This is an optimization exercise on Yosys and OpenROAD, whose aim is small area, not a production implementation. The RTL was checked by simulation tests, not by an equivalence proof against the original design. No run shown here takes its clock network from TritonCTS; it comes from the design's own scripts or RTL. The flow treats the clock pin as an ideal source. Dropping or thinning the clock tree relies on that and would not hold on a real chip. Power is estimated from default activity; no workload was simulated.

<file path="design/flow/design.v">
module gnx_tx (
    input  wire       clk,
    input  wire       rst,
    input  wire       in_valid,
    output wire       in_ready,
    input  wire [7:0] in_data,
    input  wire       in_last,
    output wire       out_valid,
    input  wire       out_ready,
    output reg  [7:0] out_data,
    output wire       out_last
);
    localparam T_CH    = 3'd0;
    localparam T_CMD   = 3'd1;
    localparam T_COL   = 3'd2;    
    localparam T_ALIGN = 3'd3;    
    localparam T_PRE   = 3'd4;    
    localparam T_HDR   = 3'd5;
    localparam T_DATA  = 3'd6;
    localparam T_TAIL  = 3'd7;    
    reg [2:0] state;
    reg [2:0] c;          
    reg [2:0] n;          
    reg [6:0] cks;        
    reg [7:0] b0, b1, b2, b3, b4, b5;
    wire full = (n == 3'd7);
    wire drop = (n == 3'd6);
    assign out_valid = (state == T_PRE) || (state == T_DATA) || (state == T_TAIL) ||
                       (state == T_HDR && (!full || in_valid));
    assign out_last  = (state == T_TAIL) && !c[0];
    wire cmd_bad = b5[7] || in_data[7];
    assign in_ready = (state == T_CH) || (state == T_COL) || (state == T_CMD) ||
                      (state == T_DATA && full && out_ready);
    wire take = in_valid && in_ready;
    wire xfer = out_valid && out_ready;
    always @(*) begin
        case (state)
            T_PRE: case (c)
                3'd0:    out_data = 8'hF0;
                3'd1:    out_data = 8'h00;
                3'd2:    out_data = 8'h00;
                3'd3:    out_data = 8'h10;
                3'd5:    out_data = 8'h56;
                default: out_data = {1'b0, b0[6:0]};
            endcase
            T_HDR:   out_data = {1'b0, b0[7], b1[7], b2[7], b3[7], b4[7], b5[7], full & in_data[7]};
            T_TAIL:  out_data = c[0] ? {1'b0, cks} : 8'hF7;
            default: out_data = {1'b0, b0[6:0]};
        endcase
    end
    wire shift = (take && !drop && !(state == T_CMD && cmd_bad)) ||
                 (state == T_ALIGN && c != 3'd6) ||
                 (xfer && state == T_PRE && c != 3'd5) ||
                 (xfer && state == T_DATA);
    always @(posedge clk) begin
        if (shift) begin
            b0 <= b1;
            b1 <= b2;
            b2 <= b3;
            b3 <= b4;
            b4 <= b5;
            b5 <= {in_data[7] & take, in_data[6:0]};
        end
    end
    always @(posedge clk) begin
        if (rst) begin
            state     <= T_CH;
            c         <= 3'd0;
            n         <= 3'd0;
            cks       <= 7'd0;
        end else begin
            if (xfer && !(state == T_PRE && c == 3'd0) && !(state == T_TAIL && !c[0]))
                cks <= cks ^ out_data[6:0];
            case (state)
                T_CH: if (take) begin
                    c <= 3'd1;
                    if (!in_last)
                        state <= T_CMD;
                    else
                        c <= 3'd0;
                end
                T_CMD: if (take) begin
                    c         <= 3'd0;
                    n         <= {2'b00, in_last};
                    if (cmd_bad) begin
                        if (in_last) begin
                            state <= T_CH;
                            c     <= 3'd0;
                        end else begin
                            n     <= 3'd6;
                            state <= T_COL;
                        end
                    end else begin
                        state <= T_PRE;
                    end
                end
                T_ALIGN: begin
                    if (c != 3'd6)
                        c <= c + 3'd1;
                    else begin
                        c     <= {2'b00, !full};    
                        state <= T_HDR;
                    end
                end
                T_PRE: if (xfer) begin
                    if (c == 3'd6) begin
                        c     <= {2'b00, n[0]};
                        state <= n[0] ? T_TAIL : T_COL;
                    end else
                        c <= c + 3'd1;
                end
                T_COL: if (take) begin
                    if (drop) begin
                        if (in_last) begin
                            n     <= 3'd0;
                            state <= T_CH;
                        end
                    end else begin
                        c         <= c + 3'd1;
                        n         <= (n == 3'd5 && !in_last) ? 3'd7 : n + 3'd1;
                        if (in_last || n == 3'd5)
                            state <= T_ALIGN;
                    end
                end
                T_HDR: if (xfer)
                    state <= T_DATA;
                T_DATA: if (xfer) begin
                    n <= n - 3'd1;
                    if (full)
                        c <= {2'b00, in_last};
                    if (n == 3'd1) begin
                        state <= c[0] ? T_TAIL : T_COL;
                        if (!c[0])
                            c <= 3'd0;
                    end
                end
                T_TAIL: if (xfer) begin
                    if (!c[0])
                        state <= T_CH;
                    c <= 3'd0;
                end
                default: state <= T_CH;
            endcase
        end
    end
endmodule
module gnx_rx (
    input  wire       clk,
    input  wire       rst,
    input  wire       in_valid,
    output wire       in_ready,
    input  wire [7:0] in_data,
    input  wire       in_last,
    output wire       out_valid,
    input  wire       out_ready,
    output wire [7:0] out_data,
    output wire       out_last,
    output wire [2:0] out_status
);
    reg       in_pay;    
    reg [7:0] sh;        
    reg [6:0] d1;        
    reg [7:0] pend;      
    reg [6:0] cks;       
    reg       bad;       
    reg       idbad;     
    wire pre    = !in_pay;
    wire is_hdr = (sh[6:0] == 7'd0);
    wire emit   = pre ? sh[7] : !is_hdr;      
    assign out_valid = in_valid && (in_last || emit);
    assign in_ready  = (in_last || emit) ? out_ready : 1'b1;
    assign out_data  = pend;
    assign out_last  = in_last;
    wire take = in_valid && in_ready;
    wire pack_ok = !sh[0] && ((sh & (sh - 8'd1)) == 8'd0);
    assign out_status = (bad || pre || in_data != 8'hF7) ? 3'd1 :
                        (cks != 7'd0)                    ? 3'd2 :
                        idbad                            ? 3'd3 :
                        !pack_ok                         ? 3'd4 : 3'd0;
    always @(posedge clk) begin
        if (take)
            d1 <= in_data[6:0];
        if (take && !in_last && ((pre && sh[5]) || emit))
            pend <= {sh[7] & in_pay, d1};
    end
    always @(posedge clk) begin
        if (rst || (take && in_last)) begin
            in_pay <= 1'b0;
            sh     <= 8'h01;
            cks    <= 7'd0;
            bad    <= 1'b0;
            idbad  <= 1'b0;
        end else if (take) begin
            if (pre && sh[0]) begin
                if (in_data != 8'hF0)
                    bad <= 1'b1;
            end else begin
                if (in_data[7])
                    bad <= 1'b1;
                cks <= cks ^ in_data[6:0];
            end
            if (pre && (((sh[1] || sh[2]) && in_data[6:0] != 7'h00) ||
                        (sh[3] && in_data[6:0] != 7'h10) ||
                        (sh[5] && in_data[6:0] != 7'h56)))
                idbad <= 1'b1;
            if (pre && sh[7])
                in_pay <= 1'b1;
            else if (!pre && is_hdr)
                sh <= {d1, 1'b1};
            else
                sh <= {sh[6:0], 1'b0};
        end
    end
endmodule
module gnx_link (
    input  wire       clk,
    input  wire       rst,
    input  wire       tx_in_valid,
    output wire       tx_in_ready,
    input  wire [7:0] tx_in_data,
    input  wire       tx_in_last,
    output wire       tx_out_valid,
    input  wire       tx_out_ready,
    output wire [7:0] tx_out_data,
    output wire       tx_out_last,
    input  wire       rx_in_valid,
    output wire       rx_in_ready,
    input  wire [7:0] rx_in_data,
    input  wire       rx_in_last,
    output wire       rx_out_valid,
    input  wire       rx_out_ready,
    output wire [7:0] rx_out_data,
    output wire       rx_out_last,
    output wire [2:0] rx_out_status
);
    gnx_tx u_tx (
        .clk(clk), .rst(rst),
        .in_valid(tx_in_valid), .in_ready(tx_in_ready), .in_data(tx_in_data), .in_last(tx_in_last),
        .out_valid(tx_out_valid), .out_ready(tx_out_ready), .out_data(tx_out_data),
        .out_last(tx_out_last)
    );
    gnx_rx u_rx (
        .clk(clk), .rst(rst),
        .in_valid(rx_in_valid), .in_ready(rx_in_ready), .in_data(rx_in_data), .in_last(rx_in_last),
        .out_valid(rx_out_valid), .out_ready(rx_out_ready), .out_data(rx_out_data),
        .out_last(rx_out_last), .out_status(rx_out_status)
    );
endmodule
</file>
<file path="design/flow/flow/run.sh">
#!/bin/bash
# The standard layout with three changes:
#  - after the standard synthesis, the combinational logic is mapped again with an area-oriented
#    ABC script (a timed &deepsyn search, then amap, best of eight runs; flip-flops, their names and cell types are kept exactly as synthesis made them);
#  - the port buffers are the smallest buffer cell;
#  - the clock tree is four buf_12, each driving the clocks of a quarter of the flip-flops
#    (flow/clock_buffer.tcl runs before CTS and takes the place of clock_tree_synthesis).
set -euo pipefail
export BUFFER_PORTS_ARGS="-buffer_cell sky130_fd_sc_hd__buf_1"
R=orfs/results/sky130hd/gnx_link/base
LIB=$FLOW_HOME/platforms/sky130hd/lib/sky130_fd_sc_hd__tt_025C_1v80.lib

bash standard.sh synth > synth.log 2>&1
cp $R/1_2_yosys.v $R/1_2_yosys_std.v

# eight runs of the search (four seeds, two choice computations), four at a time; the smallest
# result is kept
remap() {
  local S=$1
  if [ $S -le 4 ]; then dch='dch -f'; else dch='dch'; fi
  printf 'strash\n&get -n\n&deepsyn -T 30 -S %d\n&put\n%s\namap\n' $(( (S - 1) % 4 + 1 )) "$dch" > area_$S.abc
  yosys -p "read_liberty -ignore_miss_func $LIB; read_verilog $R/1_2_yosys_std.v; hierarchy -top $FLOW_TOP;
    setattr -mod -set keep_hierarchy 1 sky130_fd_sc_hd__*df* sky130_fd_sc_hd__conb_*; flatten; opt_clean;
    abc -script area_$S.abc -liberty $LIB -dont_use *lpflow* -dont_use *probe*; opt_clean -purge;
    hilomap -singleton -hicell sky130_fd_sc_hd__conb_1 HI -locell sky130_fd_sc_hd__conb_1 LO;
    insbuf -buf sky130_fd_sc_hd__buf_1 A X; splitnets; opt_clean -purge; tee -o remap_$S.stat stat -liberty $LIB;
    select $FLOW_TOP; write_verilog -noattr -nohex -nodec -selected $R/1_2_yosys_remap_$S.v" > remap_$S.log 2>&1
}
for S in 1 2 3 4; do remap $S & done
wait
for S in 5 6 7 8; do remap $S & done
wait
best=$(for S in 1 2 3 4 5 6 7 8; do echo "$(grep 'Chip area for top module' remap_$S.stat | awk '{print $NF}') $S"; done | sort -g | head -1 | awk '{print $2}')
echo "remap: seed $best kept" | tee remap.log
cp $R/1_2_yosys_remap_$best.v $R/1_2_yosys_remap.v
cp $R/1_2_yosys_remap.v $R/1_2_yosys.v
rm -f $R/1_synth.odb $R/1_synth.sdc

export PRE_CTS_TCL=$PWD/flow/clock_buffer.tcl
bash standard.sh > standard.log 2>&1
</file>
<file path="design/flow/flow/clock_buffer.tcl">
# Runs before CTS (PRE_CTS_TCL) in place of TritonCTS: the flip-flops are split by position into
# four groups of about the same size, and each group gets its own clock buffer, driven by the
# clock port and placed at the group's centre. CTS's timing repair and detailed placement that
# follow in cts.tcl legalize the buffers.
# split the clock loads into groups by position, one clock buffer per group at its centre
proc clock_buffers { ngroups cell } {
  set block [ord::get_db_block]
  set dbu [$block getDbUnitsPerMicron]
  set items {}
  foreach p [sta::net_load_pins [get_nets clk]] {
    set loc [[[sta::sta_to_db_pin $p] getInst] getLocation]
    lappend items [list $p [lindex $loc 0] [lindex $loc 1]]
  }
  # four groups: halves by x, each split in halves by y; otherwise columns by x
  set items [lsort -real -index 1 $items]
  set n [llength $items]
  set groups {}
  if { $ngroups == 4 } {
    set half [expr { $n / 2 }]
    foreach part [list [lrange $items 0 [expr {$half-1}]] [lrange $items $half end]] {
      set part [lsort -real -index 2 $part]
      set h2 [expr { [llength $part] / 2 }]
      lappend groups [lrange $part 0 [expr {$h2-1}]] [lrange $part $h2 end]
    }
  } else {
    for {set g 0} {$g < $ngroups} {incr g} {
      lappend groups [lrange $items [expr {$g*$n/$ngroups}] [expr {($g+1)*$n/$ngroups-1}]]
    }
  }
  set k 0
  foreach grp $groups {
    set sx 0; set sy 0; set pins {}
    foreach it $grp { lappend pins [lindex $it 0]; set sx [expr {$sx+[lindex $it 1]}]; set sy [expr {$sy+[lindex $it 2]}] }
    set m [llength $grp]
    set buf [sta::sta_to_db_inst [insert_buffer -buffer_cell $cell -net clk -load_pins $pins \
      -location [list [expr {double($sx)/$m/$dbu}] [expr {double($sy)/$m/$dbu}]] \
      -buffer_name clkbuf_root$k -net_name clk_root$k]]
    foreach it [$buf getITerms] { if { [$it getNet] ne "NULL" } { [$it getNet] setSigType CLOCK } }
    puts "clock_buffer: [$buf getName] drives $m flip-flops"
    incr k
  }
}

clock_buffers 4 sky130_fd_sc_hd__buf_12
proc clock_tree_synthesis { args } { puts "clock_tree_synthesis skipped: $args" }
</file>
<file path="design/flow/standard.sh">
#!/bin/bash
# synth_recipe.tcl (not shown) runs the flow's synth.tcl, then flattens the netlist and writes it again
# the make line also repeats each setting of config.mk as NAME=value (left out here)
make -C /OpenROAD-flow-scripts/flow DESIGN_CONFIG=/design/flow/config.mk WORK_HOME=/design/flow/orfs CLKGATE_MAP_FILE= SYNTH_SCRIPT=/design/flow/synth_recipe.tcl "${@:-finish}"
</file>
<file path="design/flow/config.mk">
export PLATFORM = sky130hd
export DESIGN_NAME = gnx_link
export DESIGN_NICKNAME = gnx_link
export VERILOG_FILES = /design/flow/design.v
export SDC_FILE = /design/flow/constraint.sdc
export NUM_CORES = 4
export LEC_CHECK = 0
export CAP_MARGIN = 20
export CORE_MARGIN = 2
export CORE_UTILIZATION = 40
export SLEW_MARGIN = 20
</file>
<file path="design/flow/constraint.sdc">
create_clock -name core_clock -period 5.0 [get_ports {clk}]
set_input_delay 1.0000 -clock core_clock [delete_from_list [all_inputs] [get_ports {clk}]]
set_output_delay 1.0000 -clock core_clock [all_outputs]
set_load 0.01 [all_outputs]
</file>
==> run summary, run 1 <==
Gp weighted congestion -> 0.889
Worst hold stages -> 0
Post-CTS sizing -> 0
Routed Antenna Nets -> 0
Setup Skew -> 0.00709 ns
Setup_tns -> 0 ns
Cell Area, Synth -> 3860 sq um
P_leak -> 1.35 nW
DR DRC count -> 0
Hpwl dp -> 5720 microns
Area post-placement -> 4230 sq um
YS warnings -> 2
Max-slew violations -> 0
Hold Path End -> u_tx.b0[2]$_DFFE_PP_
R2r setup slk -> 1.77 ns
PwrDens -> 336 nW/um^2
VDD IR max -> 0.000183 V
Maximum number of pins on one net before global-route repair -> 47
Max-cap viol count -> 0
Die outline height -> 102 microns
CTS clk-pin slew, worst paths -> 0.10 ns
Initial antenna violation count -> 0
Period minus WS final -> 3.82 ns
CP Max Fanout -> 12
Grt ovf -> 0
Area delta synth->final -> 11.6%
Worst path slowest cell -> dfxtp_1
Hold Path Class -> reg2reg
CP top delay family -> simple AND/OR/NAND/NOR gates
Total GRT Usage -> 0.152
Worst Setup Start Kind -> flip-flop
Worst Path Required -> 4.00 ns
Final worst path period share -> 0.765
Initial DRT Pass Iterations -> 4
Post-CTS Hold Fix Bufs -> 0
Detailed router's first-iteration violation count -> 204
Vias -> 2,912
ANT cells -> 0
Vias in the first global route -> 2,631
Core box area -> 9330 sq um
Crit. End Element -> output port
Max Fclk -> 261 MHz
Cell Chain, Critical Path -> clkinv_1, nor2_1, clkinv_1, nor2_1, a31oi_1, o21ai_0, clkinv_1, or2_0, nor3_1, nand2b_1, buf_1
Reg-to-Reg End -> u_rx.cks[3]$_SDFFE_PP0P_
Synthesized instance count -> 357
Clock Latency Late Sink -> 0.13 ns
RSZ-0062 raised after global routing -> no
Delay of the slowest critical-path stage -> 0.42 ns
Die area -> 10,500 sq um
Number of port buffers -> 48
Crit path top cell by count -> clkinv_1
Syn nets -> 381
Reg2reg start -> u_rx.sh[2]$_SDFFE_PP0P_
Final net count -> 436
Chip Width -> 102 microns
Critical path arrival -> 2.82 ns
Hold Startpoint -> u_tx.b1[2]$_DFFE_PP_
Final instance area -> 4310 sq um
Drt via density -> 5.40
Placement Rows -> 35
Outcome -> timing/DRC/antenna clean
Buffer count from post-CTS setup fixing -> 0
First-pass GRT wire length -> 13,100 microns
I/O Pins -> 49
Fin. Hold Viols -> 0
WP depth -> 11
Relative slew slack -> 0.403
Layout cells sized above 1 -> 0.0195
Wirelength, routed -> 7840 microns
Critical path class -> reg2out
Drt wl/cell -> 14.5 microns
Worst path bufs/invs -> 4
Initial Utilization -> 0.414
Syn_area_per_cell -> 10.8 sq um
Final Setup Violations -> 0
Worst-margin pin slew -> 0.886 ns
R2r worst-path depth -> 11
power by group:
part           total [mW]  internal [mW]  switching (mW)
clock               0.320          0.130           0.189
sequential          0.981          0.949          0.0323
combinational       0.150         0.0429           0.107
per-stage QoR:
step	total power [mW]	std cells	utilization	worst slack, ns	hold WS, ns
after floorplan	1.09	357	-	0.975	0.400
after global placement	1.15	535	0.453	1.56	0.400
after detailed placement	1.15	535	0.453	1.38	0.405
after CTS	1.40	539	0.462	1.37	0.405
after global routing	1.52	539	0.463	0.894	0.431
final	1.45	539	0.463	1.18	0.425
layout by cell type, fill, tap and decap left out, drive strengths merged, types with 2 or more instances in the layout:
cell type	n
nand2	20
o31ai	2
o21ai	27
nand3	4
o22a	2
clkinv	45
a21oi	36
nor4	3
nor3	13
a211oi	9
edfxtp	63
or2	2
nand3b	2
o22ai	14
dfxtp	34
a311oi	8
buf	54
nor2	54
a31oi	5
or4	2
cell type report, without the clock buffers:
| class | instances | area (sq um) |
|---|---|---|
| well taps | 129 | 161 |
| multi-input cells | 214 | 1140 |
| fillers | 912 | 5010 |
| flip-flops and latches | 97 | 2570 |
| inverters | 45 | 169 |
| repair buffers | 50 | 195 |
how the worst max path moves through the flow:
| stage | slack [ns] | start | to |
|---|---|---|---|
| global placement | 1.56 | u_tx.state[2]$_SDFFE_PP0P_ | tx_out_data[6] |
| CTS | 1.37 | u_tx.state[2]$_SDFFE_PP0P_ | tx_out_data[6] |
| detailed placement | 1.38 | u_tx.state[2]$_SDFFE_PP0P_ | tx_out_data[6] |
| floorplan | 0.97 | u_tx.state[1]$_SDFFE_PP0P_ | u_tx.b0[0]$_DFFE_PP_ |
| finish | 1.18 | u_tx.state[2]$_SDFFE_PP0P_ | tx_out_data[6] |
| global route | 0.89 | u_tx.state[2]$_SDFFE_PP0P_ | tx_out_data[6] |
state kept, by name (all words and copies together), names as in the netlist, 7 cells and up:
signal and count:
u_tx.b2 8, u_tx.b5 8, u_tx.b1 8, u_tx.b4 8, u_tx.b0 8, u_tx.cks 7
u_rx.sh 8, u_tx.b3 8, u_rx.cks 7, u_rx.d1 7, u_rx.pend 8
metal layers:
layer  routed length [microns]  share of wire  vias up  GRT usage
li1                          -              -     1426          -
met1                      3750           0.48     1372      0.234
met2                      3490           0.45      103      0.240
met3                       496          0.063       11     0.0144
met4                       106          0.014        0     0.0215
met5                         0              0        -          0
worst register-to-register path, cell delays in order, from the launching register on:
cell and delay [ns]:
dfxtp_1 0.33, nor2_1 0.21, nand3_1 0.13, nor4_1 0.27, a21oi_1 0.10, nor2_1 0.16
nor2_1 0.09, nor2_1 0.46, clkinv_1 0.28, nor2_1 0.70, a21oi_1 0.17, a311oi_1 0.23
==> run 2: changes to the inputs <==
--- a/design/flow/flow/run.sh
+++ b/design/flow/flow/run.sh
@@ -3,3 +3,3 @@
 #  - after the standard synthesis, the combinational logic is mapped again with an area-oriented
-#    ABC script (a timed &deepsyn search, then amap, best of eight runs; flip-flops, their names and cell types are kept exactly as synthesis made them);
+#    ABC script (a timed &deepsyn search, then amap, best of twelve runs; flip-flops, their names and cell types are kept exactly as synthesis made them);
 #  - the port buffers are the smallest buffer cell;
@@ -15,8 +15,9 @@
 
-# eight runs of the search (four seeds, two choice computations), four at a time; the smallest
-# result is kept
+# twelve runs of the search (four seeds; two choice computations; 30 s and 60 s searches), four
+# at a time; the smallest result is kept
 remap() {
   local S=$1
-  if [ $S -le 4 ]; then dch='dch -f'; else dch='dch'; fi
-  printf 'strash\n&get -n\n&deepsyn -T 30 -S %d\n&put\n%s\namap\n' $(( (S - 1) % 4 + 1 )) "$dch" > area_$S.abc
+  if [ $S -le 4 ] || [ $S -ge 9 ]; then dch='dch -f'; else dch='dch'; fi
+  if [ $S -ge 9 ]; then t=60; else t=30; fi
+  printf 'strash\n&get -n\n&deepsyn -T %d -S %d\n&put\n%s\namap\n' $t $(( (S - 1) % 4 + 1 )) "$dch" > area_$S.abc
   yosys -p "read_liberty -ignore_miss_func $LIB; read_verilog $R/1_2_yosys_std.v; hierarchy -top $FLOW_TOP;
@@ -32,3 +33,5 @@
 wait
-best=$(for S in 1 2 3 4 5 6 7 8; do echo "$(grep 'Chip area for top module' remap_$S.stat | awk '{print $NF}') $S"; done | sort -g | head -1 | awk '{print $2}')
+for S in 9 10 11 12; do remap $S & done
+wait
+best=$(for S in 1 2 3 4 5 6 7 8 9 10 11 12; do echo "$(grep 'Chip area for top module' remap_$S.stat | awk '{print $NF}') $S"; done | sort -g | head -1 | awk '{print $2}')
 echo "remap: seed $best kept" | tee remap.log
==> run summary, run 2 <==
Commonest non-fill, non-tap cells in the layout -> 63 x edfxtp_1, 54 x nor2_1, 48 x buf_1, 45 x clkinv_1, 36 x a21oi_1
Tot Pwr -> 1.45 mW (unchanged)
P_leak -> 1.35 nW (unchanged)
Drt via density -> 5.40 (unchanged)
Critical path arrival -> 2.82 ns (about the same)
Highest routed layer -> met4
CTS clk-pin slew, worst paths -> 0.10 ns (about the same)
PwrDens -> 336 nW/um^2 (unchanged)
Pre-CTS setup slack -> 1.38 ns (unchanged)
Clock Latency Late Sink -> 0.13 ns (about the same)
Total GRT Usage -> 0.152 (unchanged)
Syn_area_per_cell -> 10.8 sq um (unchanged)
VDD IR max -> 0.000183 V (unchanged)
Maximum number of pins on one net before global-route repair -> 47 (unchanged)
Detailed router's first-iteration violation count -> 204 (unchanged)
Final worst path period share -> 0.765 (unchanged)
Wirelength, routed -> 7840 microns (unchanged)
Vias in the first global route -> 2,631 (unchanged)
Die area -> 10,500 sq um (unchanged)
Gp weighted congestion -> 0.889 (unchanged)
Max-slew violations -> 0 (unchanged)
Max-cap viol count -> 0 (unchanged)
Crit. End Element -> output port
Final instance area -> 4310 sq um (unchanged)
Die outline height -> 102 microns (unchanged)
Worst Path Required -> 4.00 ns (about the same)
Initial DRT Pass Iterations -> 4 (unchanged)
Area post-placement -> 4230 sq um (unchanged)
Relative slew slack -> 0.403 (unchanged)
DR DRC count -> 0 (unchanged)
Commonest non-fill, non-tap cell in the layout -> edfxtp_1
First-pass GRT wire length -> 13,100 microns (unchanged)
Drt wl/cell -> 14.5 microns (unchanged)
Fin. Hold Viols -> 0 (unchanged)
Max Fclk -> 261 MHz (unchanged)
ANT cells -> 0 (unchanged)
Post-CTS Hold Fix Bufs -> 0 (unchanged)
YS warnings -> 2 (unchanged)
Buffer count from post-CTS setup fixing -> 0 (unchanged)
Worst hold stages -> 0 (unchanged)
Vias -> 2,912 (unchanged)
Initial antenna violation count -> 0 (unchanged)
Hold Path Class -> reg2reg
Slack of the critical path -> 1.18 ns (unchanged)
Period minus WS final -> 3.82 ns (unchanged)
Met3 routed WL -> 496 microns (unchanged)
Cell Area, Synth -> 3860 sq um (unchanged)
Worst Setup Start Kind -> flip-flop
Final Setup Violations -> 0 (unchanged)
Number of port buffers -> 48 (unchanged)
Syn nets -> 381 (unchanged)
Final hold slack -> 0.425 ns (unchanged)
Synthesized instance count -> 357 (unchanged)
Final net count -> 436 (unchanged)
Outcome -> timing/DRC/antenna clean
I/O Pins -> 49 (unchanged)
CP Max Fanout -> 12 (unchanged)
Layout cells sized above 1 -> 0.0195 (unchanged)
Hpwl dp -> 5720 microns (unchanged)
Grt ovf -> 0 (unchanged)
Metal2 WL -> 3490 microns (unchanged)
Post-CTS sizing -> 0 (unchanged)
Area delta synth->final -> 11.6% (unchanged)
Fill cells -> 912 (unchanged)
RSZ-0062 raised after global routing -> no
R2r worst-path depth -> 11 (unchanged)
Initial Utilization -> 0.414 (unchanged)
Worst-margin pin slew -> 0.886 ns (unchanged)
Placement Rows -> 35 (unchanged)
Setup Skew -> 0.00709 ns (unchanged)
Core box area -> 9330 sq um (unchanged)
Routed Antenna Nets -> 0 (unchanged)
DRT met1 WL -> 3750 microns (unchanged)
Chip Width -> 102 microns (unchanged)
Critical path class -> reg2out
Setup_tns -> 0 ns (unchanged)
==> run 2: layout make-up, without the clock buffers <==
class | count | area (sq um) | share of cell area
Sequential cell | 97 | 2570 | 0.596
Multi-Input combinational cell | 214 | 1140 | 0.263
Timing Repair Buffer | 50 | 195 | 0.0452
Inverter | 45 | 169 | 0.0392
Tap cell | 129 | 161 | 0.0374
==> run 2: power by group <==
| group | leakage (nW) | switching [mW] | internal (mW) |
|---|---|---|---|
| clock network | 0.0376 | 0.189 | 0.130 |
| registers | 0.885 | 0.0323 | 0.949 |
| logic | 0.431 | 0.107 | 0.0429 |
==> run 2: path summary, 6_finish.rpt <==
| kind | start | endpoint | slack (ns) |
|---|---|---|---|
| max | u_tx.state[2]$_SDFFE_PP0P_ | tx_out_data[6] | 1.18 |
| min | u_tx.b1[2]$_DFFE_PP_ | u_tx.b0[2]$_DFFE_PP_ | 0.43 |
| max reg2reg | u_rx.sh[2]$_SDFFE_PP0P_ | u_rx.cks[3]$_SDFFE_PP0P_ | 1.77 |
| min reg2reg | u_tx.b1[2]$_DFFE_PP_ | u_tx.b0[2]$_DFFE_PP_ | 0.43 |
==> run 2: stage by stage <==
stage,instances,utilization
floorplan,357,-
finish,539,0.463
CTS,539,0.462
detailed placement,535,0.453
global route,539,0.463
global placement,535,0.453
==> run 2: per-layer routing <==
| metal | global-route usage | vias to the layer above |
|---|---|---|
| li1 | - | 1426 |
| met1 | 0.234 | 1372 |
| met2 | 0.240 | 103 |
| met3 | 0.0144 | 11 |
| met4 | 0.0215 | 0 |
| met5 | 0 | - |
==> run 2: worst max-delay path, stage by stage, from the launching register on <==
cell	delay (ns)
dfxtp_1	0.42
clkinv_1	0.30
nor2_1	0.24
clkinv_1	0.10
nor2_1	0.13
a31oi_1	0.16
o21ai_0	0.16
clkinv_1	0.30
or2_0	0.34
nor3_1	0.25
nand2b_1	0.15
buf_1	0.15
==> run 3: changes to the inputs <==
--- a/design/flow/design.v
+++ b/design/flow/design.v
@@ -13,3 +13,3 @@
     localparam T_CH    = 3'd0;
-    localparam T_CMD   = 3'd1;
+    localparam T_CMD   = 3'd1;    
     localparam T_COL   = 3'd2;    
@@ -26,3 +26,2 @@
     wire full = (n == 3'd7);
-    wire drop = (n == 3'd6);
     assign out_valid = (state == T_PRE) || (state == T_DATA) || (state == T_TAIL) ||
@@ -50,3 +49,3 @@
     end
-    wire shift = (take && !drop && !(state == T_CMD && cmd_bad)) ||
+    wire shift = (take && !(state == T_CMD && b5[7])) ||
                  (state == T_ALIGN && c != 3'd6) ||
@@ -74,9 +73,4 @@
             case (state)
-                T_CH: if (take) begin
-                    c <= 3'd1;
-                    if (!in_last)
-                        state <= T_CMD;
-                    else
-                        c <= 3'd0;
-                end
+                T_CH: if (take && !in_last)
+                    state <= T_CMD;
                 T_CMD: if (take) begin
@@ -84,13 +78,6 @@
                     n         <= {2'b00, in_last};
-                    if (cmd_bad) begin
-                        if (in_last) begin
-                            state <= T_CH;
-                            c     <= 3'd0;
-                        end else begin
-                            n     <= 3'd6;
-                            state <= T_COL;
-                        end
-                    end else begin
+                    if (!cmd_bad)
                         state <= T_PRE;
-                    end
+                    else if (in_last)
+                        state <= T_CH;
                 end
@@ -112,13 +99,6 @@
                 T_COL: if (take) begin
-                    if (drop) begin
-                        if (in_last) begin
-                            n     <= 3'd0;
-                            state <= T_CH;
-                        end
-                    end else begin
-                        c         <= c + 3'd1;
-                        n         <= (n == 3'd5 && !in_last) ? 3'd7 : n + 3'd1;
-                        if (in_last || n == 3'd5)
-                            state <= T_ALIGN;
-                    end
+                    c <= c + 3'd1;
+                    n <= (n == 3'd5 && !in_last) ? 3'd7 : n + 3'd1;
+                    if (in_last || n == 3'd5)
+                        state <= T_ALIGN;
                 end
==> run summary, run 3 <==
Outcome -> timing/DRC/antenna clean
Syn nets -> 374 (-1.8%)
Switching part of the total power -> 0.303 (+0.0760)
I/O Pins -> 49 (unchanged)
Initial DRT Pass Iterations -> 5 (+1)
Critical path class -> in2out
Final hold slack -> 0.420 ns (-0.00567 ns)
First-pass GRT wire length -> 12,000 microns (-7.8%)
Setup Skew -> 0.0117 ns (+0.00463 ns)
Die area -> 10,400 sq um (-0.50%)
Grt ovf -> 0 (unchanged)
YS warnings -> 2 (unchanged)
Worst Setup Start Kind -> primary input
Commonest non-fill, non-tap cells in the layout -> 68 x nor2_1, 63 x edfxtp_1, 48 x buf_1, 46 x clkinv_1, 34 x dfxtp_1
Combinational share of power -> 0.251 (+0.147)
Worst Path Required -> 4.00 ns (about the same)
Core box area -> 9280 sq um (-0.47%)
Flip-flop and latch area -> 2570 sq um (unchanged)
Die outline height -> 102 microns (-0.25%)
Tot Pwr -> 2.14 mW (+48%)
Routed Antenna Nets -> 0 (unchanged)
CTS clk-pin slew, worst paths -> 0.10 ns (about the same)
Final core utilization -> 0.465 (+0.00245)
Internal Power -> 1.49 mW (+33%)
Initial Utilization -> 0.414 (about the same)
Drt wl/cell -> 13.8 microns (-4.9%)
Relative slew slack -> 0.358 (-0.0446)
DRT met1 WL -> 3420 microns (-8.6%)
Area delta synth->final -> 12.3%
Worst-margin pin slew -> 0.952 ns (+0.0662 ns)
Cell Area, Synth -> 3840 sq um (-0.52%)
Total GRT Usage -> 0.139 (-0.0129)
Commonest non-fill, non-tap cell in the layout -> nor2_1
Fill cells -> 887 (-2.7%)
Chip Width -> 102 microns (-0.25%)
Setup_tns -> 0 ns (unchanged)
Clock Latency Late Sink -> 0.13 ns (about the same)
Crit. End Element -> output port
Final Setup Violations -> 0 (unchanged)
Post-CTS sizing -> 0 (unchanged)
Vias -> 2,826 (-3.0%)
Drt via density -> 5.29 (-2.0%)
Final worst path period share -> 0.677 (-0.0882)
Max-cap viol count -> 0 (unchanged)
Maximum number of pins on one net before global-route repair -> 49 (+4.3%)
Max Fclk -> 296 MHz (+13%)
Synthesized instance count -> 350 (-2.0%)
Clock power frac -> 0.149 (-0.071)
Initial antenna violation count -> 0 (unchanged)
Pre-CTS setup slack -> 1.56 ns (+0.183 ns)
RSZ-0062 raised after global routing -> no
Post-CTS Hold Fix Bufs -> 0 (unchanged)
Vias in the first global route -> 2,588 (-1.6%)
Wirelength, routed -> 7390 microns (-5.8%)
Placement Rows -> 35 (unchanged)
Slack of the critical path -> 1.62 ns (+0.441 ns)
PwrDens -> 496 nW/um^2 (+48%)
Period minus WS final -> 3.38 ns (-0.441 ns)
Part of the power in registers -> 0.600 (-0.076)
Gp weighted congestion -> 0.885 (-0.47%)
Buffer count from post-CTS setup fixing -> 0 (unchanged)
Final net count -> 431 (-1.1%)
VDD IR max -> 0.000208 V (+14%)
P_leak -> 1.36 nW (+0.59%)
Syn_area_per_cell -> 11.0 sq um (+1.5%)
CP Max Fanout -> 4 (-8)
Layout cells sized above 1 -> 0.0247 (+0.00518)
Hpwl dp -> 5240 microns (-8.3%)
Area of the multi-input gates -> 1120 sq um (-1.4%)
Hold Path Class -> reg2reg
DR DRC count -> 0 (unchanged)
Fin. Hold Viols -> 0 (unchanged)
Met3 routed WL -> 378 microns (-24%)
ANT cells -> 0 (unchanged)
Metal2 WL -> 3430 microns (-1.8%)
Max-slew violations -> 0 (unchanged)
Highest routed layer -> met4
Detailed router's first-iteration violation count -> 148 (-27%)
Psw -> 0.648 mW (+97%)
Critical path arrival -> 2.38 ns (-0.44 ns)
Number of port buffers -> 48 (unchanged)
-- run 3: per-layer routing --
metal	global-route usage	vias up
met4	0.0297	0
li1	-	1404
met2	0.234	86
met3	0.0123	15
met5	0	-
met1	0.197	1321
-- run 3: worst max-delay path, cell delays in order --
cell      delay (ns)
buf_1           0.15
clkinv_1        0.10
or3_1           0.35
nor3_1          0.27
nand3b_1        0.13
a31oi_1         0.21
buf_1           0.17
-- run 3: final cells by class, without the clock buffers --
cell class                      instances  share of cell area
Timing Repair Buffer                   52              0.0487
Multi-Input combinational cell        206               0.259
Sequential cell                        97               0.596
Inverter                               46              0.0400
Tap cell                              129              0.0374
-- run 3: power by group through the flow --
stage | sequential [mW] | clock, mW | combinational [mW]
floorplan | 1.28 | 0 | 0.384
global placement | 1.29 | 0 | 0.536
detailed placement | 1.30 | 0 | 0.536
CTS | 1.30 | 0.245 | 0.538
global route | 1.31 | 0.356 | 0.604
finish | 1.28 | 0.319 | 0.538
-- run 3: worst paths after layout --
kind,cells after the start,slack (ns),to,startpoint
hold reg to reg,0,0.42,u_tx.b1[1]$_DFFE_PP_,u_tx.b2[1]$_DFFE_PP_
setup reg to reg,10,1.70,u_tx.b2[4]$_DFFE_PP_,u_tx.state[2]$_SDFFE_PP0P_
setup / recovery,7,1.62,rx_out_status[2],rx_in_data[0]
hold / removal,0,0.42,u_tx.b1[1]$_DFFE_PP_,u_tx.b2[1]$_DFFE_PP_
-- run 3: metrics by stage --
step | instances | area (sq um)
global placement | 530 | 4230
global route | 534 | 4320
detailed placement | 530 | 4230
floorplan | 350 | 3850
CTS | 534 | 4310
finish | 534 | 4320
==> run 4: changes to the inputs <==
--- a/design/flow/flow/run.sh
+++ b/design/flow/flow/run.sh
@@ -3,3 +3,3 @@
 #  - after the standard synthesis, the combinational logic is mapped again with an area-oriented
-#    ABC script (a timed &deepsyn search, then amap, best of twelve runs; flip-flops, their names and cell types are kept exactly as synthesis made them);
+#    ABC script (a timed &deepsyn search, then amap, best of eight runs; flip-flops, their names and cell types are kept exactly as synthesis made them);
 #  - the port buffers are the smallest buffer cell;
@@ -15,9 +15,8 @@
 
-# twelve runs of the search (four seeds; two choice computations; 30 s and 60 s searches), four
-# at a time; the smallest result is kept
+# eight runs of the search (four seeds, two choice computations), four at a time; the smallest
+# result is kept
 remap() {
   local S=$1
-  if [ $S -le 4 ] || [ $S -ge 9 ]; then dch='dch -f'; else dch='dch'; fi
-  if [ $S -ge 9 ]; then t=60; else t=30; fi
-  printf 'strash\n&get -n\n&deepsyn -T %d -S %d\n&put\n%s\namap\n' $t $(( (S - 1) % 4 + 1 )) "$dch" > area_$S.abc
+  if [ $S -le 4 ]; then dch='dch -f'; else dch='dch'; fi
+  printf 'strash\n&get -n\n&deepsyn -T 30 -S %d\n&put\n%s\namap\n' $(( (S - 1) % 4 + 1 )) "$dch" > area_$S.abc
   yosys -p "read_liberty -ignore_miss_func $LIB; read_verilog $R/1_2_yosys_std.v; hierarchy -top $FLOW_TOP;
@@ -33,5 +32,3 @@
 wait
-for S in 9 10 11 12; do remap $S & done
-wait
-best=$(for S in 1 2 3 4 5 6 7 8 9 10 11 12; do echo "$(grep 'Chip area for top module' remap_$S.stat | awk '{print $NF}') $S"; done | sort -g | head -1 | awk '{print $2}')
+best=$(for S in 1 2 3 4 5 6 7 8; do echo "$(grep 'Chip area for top module' remap_$S.stat | awk '{print $NF}') $S"; done | sort -g | head -1 | awk '{print $2}')
 echo "remap: seed $best kept" | tee remap.log
==> run summary, run 4 <==
Max-cap viol count -> 0 (unchanged)
Part of the power in registers -> 0.596 (-0.004)
Syn nets -> 386 (+3.2%)
Critical path class -> reg2out
Final Setup Violations -> 0 (unchanged)
Initial Utilization -> 0.416 (+0.00189)
Die area -> 10,500 sq um (+0.44%)
Clock power frac -> 0.147 (-0.002)
Number of port buffers -> 48 (unchanged)
P_leak -> 1.36 nW (-0.43%)
Hold Startpoint -> u_tx.b1[2]$_DFFE_PP_
Cell Area, Synth -> 3860 sq um (+0.46%)
Slack of the critical path -> 1.45 ns (-0.170 ns)
Chip Width -> 102 microns (+0.22%)
RSZ-0062 raised after global routing -> no
Reg2reg start -> u_rx.sh[5]$_SDFFE_PP0P_
Worst hold stages -> 0 (unchanged)
Switching part of the total power -> 0.309 (+0.00675)
Worst Path Required -> 4.00 ns (about the same)
Final core utilization -> 0.465 (+0.000539)
Hpwl dp -> 5540 microns (+5.6%)
Final hold slack -> 0.417 ns (-0.00243 ns)
Worst-margin pin slew -> 0.952 ns (-0.000533 ns)
Critical path arrival -> 2.55 ns (+0.17 ns)
Layout cells sized above 1 -> 0.0216 (-0.00311)
Commonest non-fill, non-tap cells in the layout -> 79 x nor2_1, 63 x edfxtp_1, 49 x clkinv_1, 48 x buf_1, 34 x dfxtp_1
Max Fclk -> 281 MHz (-4.8%)
YS warnings -> 2 (unchanged)
Initial antenna violation count -> 0 (unchanged)
Maximum number of pins on one net before global-route repair -> 26 (-47%)
R2r worst-path depth -> 10 (unchanged)
Final worst path period share -> 0.711 (+0.0340)
Core box area -> 9280 sq um (unchanged)
Reg-to-Reg End -> u_rx.pend[7]$_DFFE_PP_
I/O Pins -> 49 (unchanged)
Hold Path Class -> reg2reg
Vias -> 2,846 (+0.71%)
Post-CTS Hold Fix Bufs -> 0 (unchanged)
Initial DRT Pass Iterations -> 5 (unchanged)
Total GRT Usage -> 0.145 (+0.00607)
Vias in the first global route -> 2,575 (-0.50%)
Period minus WS final -> 3.55 ns (+0.170 ns)
Syn_area_per_cell -> 10.7 sq um (-2.9%)
VDD IR max -> 0.000221 V (+6.6%)
Hold Path End -> u_tx.b0[2]$_DFFE_PP_
Clock Latency Late Sink -> 0.14 ns (about the same)
Setup_tns -> 0 ns (unchanged)
Area delta synth->final -> 11.9%
First-pass GRT wire length -> 12,500 microns (+3.5%)
Detailed router's first-iteration violation count -> 195 (+32%)
Crit. End Element -> output port
Worst Setup Start Kind -> flip-flop
Drt via density -> 5.21 (-1.5%)
Gp weighted congestion -> 0.991 (+12%)
Psw -> 0.675 mW (+4.1%)
Die outline height -> 102 microns (+0.22%)
Commonest non-fill, non-tap cell in the layout -> nor2_1
Grt ovf -> 0 (unchanged)
Max-slew violations -> 0 (unchanged)
Setup Skew -> 0.0167 ns (+0.00500 ns)
Final net count -> 443 (+2.8%)
CTS clk-pin slew, worst paths -> 0.10 ns (about the same)
Buffer count from post-CTS setup fixing -> 0 (unchanged)
PwrDens -> 505 nW/um^2 (+1.7%)
ANT cells -> 0 (unchanged)
Pre-CTS setup slack -> 1.54 ns (-0.0235 ns)
Combinational share of power -> 0.257 (+0.006)
Drt wl/cell -> 13.8 microns (-0.25%)
DR DRC count -> 0 (unchanged)
Post-CTS sizing -> 0 (unchanged)
Outcome -> timing/DRC/antenna clean
Placement Rows -> 35 (unchanged)
Fin. Hold Viols -> 0 (unchanged)
Internal Power -> 1.51 mW (+0.85%)
Synthesized instance count -> 362 (+3.4%)
Wirelength, routed -> 7530 microns (+2.0%)
R2r setup slk -> 1.62 ns (-0.08 ns)
Routed Antenna Nets -> 0 (unchanged)
CP Max Fanout -> 9 (+5)
Relative slew slack -> 0.361 (+0.00218)
## run 4: layer usage
layer | GRT usage | up-vias | part of all wire
met5 | 0 | - | 0
li1 | - | 1423 | -
met4 | 0.0164 | 0 | 0.013
met2 | 0.244 | 101 | 0.45
met3 | 0.0103 | 6 | 0.059
met1 | 0.214 | 1316 | 0.48
## run 4: area by class of cell, without the clock buffers
cell class                      instances  area [sq um]
Fill cell                             878          4960
Inverter                               49           184
Multi-Input combinational cell        215          1110
Sequential cell                        97          2570
Tap cell                              129           161
Timing Repair Buffer                   52           210
## run 4: how the worst max path moves through the flow
stage	startpoint	endpoint	slack, ns	depth (start not counted)
finish	u_tx.state[0]$_SDFFE_PP0P_	tx_out_data[2]	1.45	9
global route	u_tx.state[0]$_SDFFE_PP0P_	tx_out_data[2]	1.27	9
CTS	rx_in_data[2]	rx_out_status[2]	1.54	7
detailed placement	rx_in_data[2]	rx_out_status[2]	1.54	7
global placement	rx_in_data[2]	rx_out_status[2]	1.60	7
floorplan	tx_out_ready	u_tx.b0[0]$_DFFE_PP_	0.69	7
## run 4: power by group through the flow
stage                     clock [mW]  sequential, mW  combinational [mW]
after global placement             0            1.31               0.557
after global routing           0.361            1.33               0.634
after floorplan                    0            1.30               0.390
final                          0.320            1.30               0.561
after CTS                      0.245            1.32               0.569
after detailed placement           0            1.32               0.567
## run 4: critical path: stages (launching register included)
cell	delay, ns
dfxtp_1	0.43
clkinv_1	0.26
nor2_1	0.32
clkinv_1	0.15
nor2_1	0.31
clkinv_1	0.27
o221a_1	0.29
o21ai_0	0.14
clkinv_1	0.10
buf_1	0.13
## run 4: through the flow
step           instances  instance area, sq um  power (mW)
2_1_floorplan        362                  3860        1.69
3_3_place_gp         542                  4240        1.87
3_5_place_dp         542                  4240        1.89
4_1_cts              546                  4320        2.13
5_1_grt              546                  4320        2.32
6_report             546                  4320        2.18

-- port drivers added, routing unchanged --
The flow's constraints put no driver on any port. The routed layouts listed below were extracted and timed again, unchanged, in two steps.
Step 1, drivers: a clkbuf_16 drives clk and a buf_2 each remaining input, both assumed.
Step 2 adds t to the input delays and takes it off the output delays; t is the mean of the earliest and latest rising clock arrival at the registers after step 1. Input paths then give back, and output paths get back, about the clock's delay inside the block.
a / b / c = ideal / step 1 / step 2; a / b = the first two.
| run | t, ns | setup slack, ns | worst setup path at the end | latest minus earliest clock arrival (ns) | pins driven straight from the clock port |
|---|---|---|---|---|---|
| run 1 | 0.214 | 1.175 / 1.089 / 1.303 | register to output | 0.007 / 0.007 | 4 |
| run 2 | 0.214 | 1.175 / 1.089 / 1.303 | register to output | 0.007 / 0.007 | 4 |
| run 3 | 0.211 | 1.616 / 1.594 / 1.528 | input to register | 0.012 / 0.012 | 4 |
| run 4 | 0.212 | 1.446 / 1.362 / 1.532 | input to output | 0.017 / 0.017 | 4 |
After both steps every run listed still meets setup and hold. For run 3, which loses most, drivers alone change the setup slack by -0.022 ns; drivers and shift together by -0.088 ns.
